Background: an optimization exercise with open tools, aiming at small area. Do not read the settings as production practice. In this exercise RTL edits were held to simulation tests only and were not proved equivalent to the original. Power and IR drop assume default switching activity.

main:
Design wblsm_core, start of the top module:
module wblsm_core (
    input  wire        clk,
    input  wire        rst,
    input  wire [31:0] prog_len,
    output wire [31:0] prog_addr,
    input  wire [31:0] prog_data,
    output wire [1:0]  status,
    output wire [2:0]  cause,
    output wire [31:0] result,
    output wire [4:0]  depth
);
Size: ~2300 cells after synthesis, roughly 140 I/O pins, ~35000 µm² of cells after synthesis.
export LEC_CHECK = 0
export CAP_MARGIN = 20
export CORE_MARGIN = 2
export CORE_UTILIZATION = 65
export CTS_BUF_LIST = sky130_fd_sc_hd__clkbuf_8
export CTS_CLUSTER_DIAMETER = 50
export CTS_CLUSTER_SIZE = 20
export PLACE_DENSITY = 0.75
export SLEW_MARGIN = 20
create_clock -name core_clock -period 12.0 [get_ports {clk}]
standard.sh (not shown) runs the stock make flow with config.mk's settings and CLKGATE_MAP_FILE= SYNTH_SCRIPT=/design/flow/synth_recipe.tcl, a recipe that flattens the netlist after the stock synthesis.
==> flow/flow/run.sh <==
#!/bin/bash
# The standard layout (the standard.sh, unchanged synthesis), with
# sky130_fd_sc_hd__buf_1 as the port buffers and no dummy clock loads.
set -euo pipefail
export BUFFER_PORTS_ARGS="-buffer_cell sky130_fd_sc_hd__buf_1"
export CTS_ARGS="-sink_clustering_enable -repair_clock_nets -sink_clustering_size 20 -sink_clustering_max_diameter 50 -buf_list sky130_fd_sc_hd__clkbuf_8 -dont_use_dummy_load"
bash standard.sh > standard.log 2>&1
diff inputs: main => the feature branch
--- a/flow/design.v
+++ b/flow/design.v
@@ -13,29 +13,29 @@
     reg       init;
     reg       zA;            
     reg [1:0] status_q;
     reg [2:0] cause_q;
     reg [4:0] sp;
     reg [3:0] fp;
     reg [1:0] stage;
     reg [4:0] cur;           
     reg [4:0] nx;
     reg       eqT, eqR;
-    reg [3:0] bt;            
     reg       c_q, ic_q;
     reg       dirty;
     reg [31:0] D, Q, IP, R, B;
     reg        Rs;
     reg [32*14-1:0] L;       
     reg [32*8-1:0]  F;       
     reg [32*16-1:0] M;       
     reg [5:0]       A;       
+    wire [3:0]      bt = A[3:0];
     wire ph0 = (ph == 5'd0);
     wire ph1 = (ph == 5'd1);
     wire ph31 = (ph == 5'd31);
     wire halted = (status_q != 2'd0);
     wire run = ~init & ~halted;
     wire D0 = D[0];
     wire Q0 = Q[0];
     wire IP0 = IP[0];
     wire R0 = R[0];
     wire B0 = B[0];
@@ -194,21 +194,20 @@
         else      Q <= {Qin, Q[31:1]};
         if (iter) begin
             R  <= S33[31:0];
             Rs <= S33[32];
         end else begin
             R  <= {rin, R[31:1]};
             Rs <= (wb & aMOD) ? Rs : 1'b0;
         end
         IP <= {ip_in, IP[31:1]};
         B  <= {B_in, B[31:1]};
-        if (cE | (rE & ph03)) bt <= {B0, bt[3:1]};
         c_q  <= cnext;
         ic_q <= IP0 & icu;
     end
     generate
         for (g = 0; g < 14; g = g + 1) begin : lst
             wire prev = (g == 0) ? Q0 : Lo[(g == 0) ? 0 : g - 1];
             wire next = (g == 13) ? Lo[13] : Lo[(g == 13) ? 13 : g + 1];
             wire lin = lc ? prev : lpop ? next : Lo[g];
             always @(posedge clk) L[32*g +: 32] <= {lin, L[32*g+1 +: 31]};
         end
@@ -258,20 +257,21 @@
                     stage <= 2'd0;
                 end else if (aRET) begin
                     stage <= spgtb ? 2'd1 : 2'd2;
                 end else begin
                     stage <= stage + 2'd1;
                 end
             end
         end
     end
     always @(posedge clk) begin
+        if (cE | (rE & ph03)) A[3:0] <= {B0, A[3:1]};
         if (fetch) begin
             if (ph1) nx <= {isop, prog_data[3:0]};
             if (ph31) A <= (nx == 5'b10001) ? Q[6:1] : D[6:1];
             else if (ph0 & dup & ~dupok) A[3:0] <= 4'hF;
             zA <= (ph0 | zA) & ((ph < 5'd6) | ~((nx == 5'b10001) ? Qin : sum));
             ge_q <= gen;
             eqT <= (ph0 | eqT) & (sum == IP0);
             eqR <= (ph0 | eqR) & (Fo[0] == IP0);
         end
     end
## What came out
[compare] base=main new=the feature branch: global router's overall resource usage fell by 0.62 points, total power consumption of the routed design dropped 0.035 mW, total area of sequential cells saw a decrease, total leakage power went up.
For main, the critical path launch point was ph[4]$_SDFF_PP0_, unlike the feature branch, where it was ph[1]$_SDFF_PP0_.
In terms of xor and xnor fraction of the mapped netlist area, the feature branch and main differ only marginally.
In terms of clock network fraction of total power, the feature branch and main differ only marginally.
In the final reports, the cell area of the feature branch is smaller than that of main.
Summary of the comparison: area used by multi-input combinational logic is lower in the feature branch, relative to main.

==> static timing again, ports no longer ideal <==
No port has a modelled driver above. Below, the same layouts with a new extraction and two added sets of constraints.
Step 1, drivers: a clkbuf_16 drives clk and a buf_2 each remaining input, both assumed.
Step 2 times the ports against the registers' clock, not the clock port: input delays grow and output delays shrink by t, the midpoint of the rising clock arrivals with the driver on.
Three values: no drivers, after step 1, after step 2; two values: the first two.
run	t, ns	slack for setup (ns)	worst hold slack (ns)	slew at the worst register clock pin (ns)
main	0.726	0.548 / 0.548 / 0.548	0.279 / 0.279 / 0.279	0.11 / 0.11
the feature branch	0.704	0.597 / 0.597 / 0.597	0.254 / 0.254 / 0.254	0.11 / 0.11
After both steps setup and hold are still met in every run listed.
